From an optimization exercise on the open Yosys and OpenROAD flow, aimed at small area; shortcuts taken in it are not production practice. In this exercise RTL edits were held to simulation tests only and were not proved equivalent to the original. Power and IR drop assume default switching activity.

==> maple: inputs <==
## tf_framer
module tf_framer (
    input  wire         clk,
    input  wire         rst,             
    input  wire         role,            
    input  wire         clear,           
    input  wire         in_valid,        
    input  wire [7:0]   in_data,
    input  wire         tick,            
    output wire         frame_valid,
    output wire [15:0]  frame_id,
    output wire [15:0]  frame_len,
    output wire [7:0]   frame_type,
    output wire [255:0] frame_payload,
    input  wire         tx_send,         
    input  wire         tx_is_response,
    input  wire [15:0]  tx_id,
    input  wire [15:0]  tx_len,
    input  wire [7:0]   tx_type,
    input  wire [255:0] tx_payload,
    output wire         tx_ready,
    output wire         tx_ack,
    output wire         tx_status,
    output wire [15:0]  tx_frame_id,
    output wire         tx_valid,
    output wire [7:0]   tx_data
);
==> flow/config.mk <==
export PLATFORM = sky130hd
export DESIGN_NAME = tf_framer
export DESIGN_NICKNAME = tf_framer
export VERILOG_FILES = /design/flow/design.v
export SDC_FILE = /design/flow/constraint.sdc
export NUM_CORES = 4
export LEC_CHECK = 0
export CAP_MARGIN = 20
export CORE_MARGIN = 2
export CORE_UTILIZATION = 40
export PLACE_DENSITY = 0.6
export SLEW_MARGIN = 20
==> flow/constraint.sdc <==
create_clock -name core_clock -period 10.0 [get_ports {clk}]
set_input_delay 2.0000 -clock core_clock [delete_from_list [all_inputs] [get_ports {clk}]]
set_output_delay 2.0000 -clock core_clock [all_outputs]
set_load 0.01 [all_outputs]
run.sh (not shown) runs the stock make flow with config.mk's settings and CLKGATE_MAP_FILE= SYNTH_SCRIPT=/design/flow/synth_recipe.tcl, a recipe that flattens the netlist after the stock synthesis.
==> inputs of willow, as changes to maple <==
--- a/flow/design.v
+++ b/flow/design.v
@@ -104,29 +104,38 @@
         end
     end
     always @(posedge clk) begin
         if (st == S_SOF)
             crc <= CRC_SOF;
-        else if (byte_in) begin
+        else if (in_valid) begin
             if (st == S_HCK3)
                 crc <= 32'hFFFFFFFF;
             else if (!ck_st)
                 crc <= crc_next;
         end
-        if (byte_in && ck_st)
+        if (in_valid && ck_st)
             ok <= (st[1:0] == 2'd0) ? match : (ok & match);
         if (byte_in && st == S_ID0) rx_id[15:8] <= in_data;
         if (byte_in && st == S_ID1) rx_id[7:0]  <= in_data;
         if (byte_in && st == S_LEN0) len_hi <= (in_data != 8'd0);
         if (byte_in && st == S_LEN1) rx_len <= in_data[5:0];
         if (byte_in && st == S_TYPE) rx_type <= in_data;
         if (byte_in && st == S_HCK3) cur <= 5'd0;
         else if (byte_in && st == S_PAY) cur <= cur_inc[4:0];
-        if (byte_in && st == S_PAY) rx_buf[cur] <= in_data;
-    end
+    end
+    wire at_pay = (st == S_PAY);
+    genvar e;
+    generate
+        for (e = 0; e < 32; e = e + 1) begin : g_buf
+            wire sel  = at_pay & (cur == e);
+            wire keep = ~(sel & in_valid);
+            always @(posedge clk)
+                rx_buf[e] <= (in_data & {8{sel}}) | (rx_buf[e] & {8{keep}});
+        end
+    endgenerate
     assign frame_id   = rx_id;
-    assign frame_len  = {10'd0, rx_len};
+    assign frame_len  = {{10{len_hi}}, rx_len};
     assign frame_type = rx_type;
     genvar g;
     generate
         for (g = 0; g < 32; g = g + 1) begin : g_payload
             assign frame_payload[8*g +: 8] = rx_buf[g];
@@ -160,14 +169,15 @@
     reg  [7:0]  tx_type;
     reg  [255:0] ring;
     reg  [1:0]  phase;
     reg  [2:0]  idx;
     reg  [31:0] crc;
+    reg         idle_r;        
     wire [15:0] new_id = is_response ? id_in : {peer, next_id};
     wire accept = send & ~out_valid & ~rst;
     wire too_large = (len_in > 16'd32);
-    assign ready = ~out_valid;
+    assign ready = idle_r;
     reg [7:0] cur_byte;
     always @(*) begin
         case (phase)
             P_HEAD: begin
                 case (idx)
@@ -178,18 +188,11 @@
                     3'd4: cur_byte = {2'b00, tx_len};
                     default: cur_byte = tx_type;
                 endcase
             end
             P_PAY: cur_byte = ring[22*8 +: 8];
-            default: begin
-                case (idx[1:0])
-                    2'd0: cur_byte = ~crc[31:24];
-                    2'd1: cur_byte = ~crc[23:16];
-                    2'd2: cur_byte = ~crc[15:8];
-                    default: cur_byte = ~crc[7:0];
-                endcase
-            end
+            default: cur_byte = ~crc[31:24];
         endcase
     end
     assign out_data = cur_byte;
     wire [31:0] crc_next;
     tf_crc32_byte u_crc (.crc_in(crc), .data(cur_byte), .crc_out(crc_next));
@@ -197,30 +200,31 @@
         ack <= accept;
         if (rst) begin
             peer      <= role;
             next_id   <= 15'd0;
             out_valid <= 1'b0;
+            idle_r    <= 1'b1;
         end else if (out_valid) begin
-            if (phase == P_PCK && idx[1:0] == 2'd3)
+            if (phase == P_PCK && idx[1:0] == 2'd3) begin
                 out_valid <= 1'b0;
+                idle_r    <= 1'b1;
+            end
         end else if (send) begin
             if (!is_response)
                 next_id <= next_id + 15'd1;
             out_valid <= ~too_large;
-        end
-    end
-    always @(posedge clk) begin
-        if (accept) begin
-            frame_id_out <= new_id;
-            status       <= too_large;
-            tx_len       <= len_in[5:0];
-            tx_type      <= type_in;
-        end
-        if (!out_valid)
-            ring <= payload_in;
-        else
-            ring <= {ring[7:0], ring[255:8]};
+            idle_r    <= too_large;
+        end
+    end
+    always @(posedge clk) begin
+        frame_id_out <= (new_id & {16{idle_r}}) | (frame_id_out & {16{out_valid}});
+        status       <= (too_large & idle_r) | (status & out_valid);
+        tx_type      <= (type_in & {8{idle_r}}) | (tx_type & {8{out_valid}});
+        if (idle_r)
+            tx_len <= len_in[5:0];
+        ring <= ({ring[7:0], ring[255:8]} & {256{out_valid}})
+              | (payload_in & {256{idle_r}});
         if (!out_valid) begin
             phase <= P_HEAD;
             idx   <= 3'd0;
             crc   <= 32'hFFFFFFFF;
         end else begin
@@ -232,12 +236,12 @@
                         idx   <= 3'd0;
                         phase <= P_HCK;
                     end
                 end
                 P_HCK: begin
+                    crc <= {crc[23:0], 8'hFF};
                     if (idx[1:0] == 2'd3) begin
-                        crc   <= 32'hFFFFFFFF;
                         phase <= (tx_len == 6'd0) ? P_PCK : P_PAY;
                         idx   <= 3'd0;
                     end
                 end
                 P_PAY: begin
@@ -245,11 +249,11 @@
                     tx_len <= tx_len - 6'd1;
                     idx    <= 3'd0;
                     if (tx_len == 6'd1)
                         phase <= P_PCK;
                 end
-                default: ;
+                default: crc <= {crc[23:0], 8'hFF};
             endcase
         end
     end
 endmodule
 module tf_framer (
==> flow/flow/run.sh (new file) <==
#!/bin/bash
# Standard ORFS layout with three changes:
#  - synthesis maps the logic with Yosys's default (area-oriented) ABC script
#    instead of ORFS's delay-driven one (flow/synth_area.tcl; registers are
#    mapped exactly as in the standard synthesis, before ABC runs);
#  - the port buffers are the smallest buffer cell;
#  - the clock tree uses small buffers without dummy loads.
set -euo pipefail
bash standard.sh \
  SYNTH_SCRIPT="$PWD/flow/synth_area.tcl" \
  BUFFER_PORTS_ARGS="-buffer_cell sky130_fd_sc_hd__buf_1" \
  CTS_ARGS="-sink_clustering_enable -repair_clock_nets -dont_use_dummy_load -buf_list sky130_fd_sc_hd__clkbuf_4 -sink_clustering_size 10 -sink_clustering_max_diameter 40" \
  finish > flow_orfs.log 2>&1
==> flow/flow/abc_area.script (new file) <==
strash
&get -n
&fraig -x
&put
scorr
dc2
dretime
strash
&get -n
&dch -f
&nf -R 1000
&put
==> flow/flow/synth_area.tcl (new file) <==
proc synth {args} { yosys synth -nofsm -noshare {*}$args }
# Map the logic for area (Yosys's default ABC script, with the mapper's delay
# relaxed): keep the liberty and dont_use arguments that the ORFS script
# builds, drop its delay-driven script, target and constraints.
set ::abc_area_script [file join [file dirname [file normalize [info script]]] abc_area.script]
proc abc {args} {
  set keep {}
  for {set i 0} {$i < [llength $args]} {incr i} {
    set a [lindex $args $i]
    if {$a in {-script -D -constr}} { incr i; continue }
    lappend keep $a
  }
  lappend keep -script $::abc_area_script
  yosys abc {*}$keep
}
source $::env(SCRIPTS_DIR)/synth.tcl
# left out here: clear keep_hierarchy, flatten, clean up, hide names made inside functions, write 1_2_yosys.v
==> flow/standard.sh (new file) <==
#!/bin/bash
# synth_recipe.tcl (not shown) runs the flow's synth.tcl, then flattens the netlist and writes it again
# the make line also repeats each setting of config.mk as NAME=value (left out here)
make -C /OpenROAD-flow-scripts/flow DESIGN_CONFIG=/design/flow/config.mk WORK_HOME=/design/flow/orfs CLKGATE_MAP_FILE= SYNTH_SCRIPT=/design/flow/synth_recipe.tcl "${@:-finish}"
Settings changed: CORE_UTILIZATION 40 to 70, PLACE_DENSITY 0.6 to 0.8.
removed: flow/run.sh
==> comparison table <==
Area growth syn-to-layout: willow 15.8%; maple 39.0%
Global-route wire length before repair: willow 114000 um; maple 109000 um
Die footprint: willow 34900 um2; maple 64200 um2
Largest net degree at the start of global routing: willow 237; maple 163
Layout non-clock buf frac: willow 9.52%; maple 18.5%
Clock network power share: willow 27.8%; maple 46.3%
Area taken by multi-input logic gates: willow 9330 um2; maple 7760 um2
Power dissipated in sequential cells: willow 0.00285 W; maple 0.00299 W
Clock root buffer master: willow sky130_fd_sc_hd__clkbuf_4; maple sky130_fd_sc_hd__clkbuf_16
Clock buffer cells: willow 80; maple 91
Crit path time final: willow 5070 ps; maple 5360 ps
Number of vias per cell after detailed routing: willow 6.37; maple 4.95
Post-Route M1 WL: willow 27700 um; maple 29000 um
Total Wirelength: willow 75200 um; maple 75900 um
Height of the chip: willow 187 um; maple 253 um
Startpoint of the lowest-slack hold path: willow u_tx.ring[57]; maple u_tx.ring[152]
Worst setup slack after placement: willow 4740 ps; maple 4870 ps
Result of the run: willow timing/DRC/antenna clean; maple timing/DRC/antenna clean
Critical path fanouts, max: willow 8; maple 17
GRT met1 Usage: willow 50.1%; maple 26.6%

## afterwards: timing with drivers on the ports
The results above use ideal ports. As a check the final layouts listed here were re-extracted and re-timed, cells and wires unchanged. Step 1 (the two cells are an assumption about what drives the block):
set clk [get_ports {clk}]
set_driving_cell -lib_cell sky130_fd_sc_hd__clkbuf_16 $clk
set_driving_cell -lib_cell sky130_fd_sc_hd__buf_2 [delete_from_list [all_inputs] $clk]
Step 2 also shifts input and output timing later by t, the mid clock arrival at the registers, as if the neighbouring blocks saw the same clock. Three values: no drivers, after step 1, after step 2; two values: the first two.
run	t, ns	slack for setup (ns)	latest minus earliest clock arrival (ns)
maple	0.657	4.641 / 4.578 / 4.876	0.028 / 0.027
willow	0.816	4.929 / 4.875 / 4.706	0.079 / 0.079
After both steps setup and hold are still met in every run listed. The setup slack of willow, which loses most, moves by -0.054 ns with the drivers and by -0.223 ns with both steps.
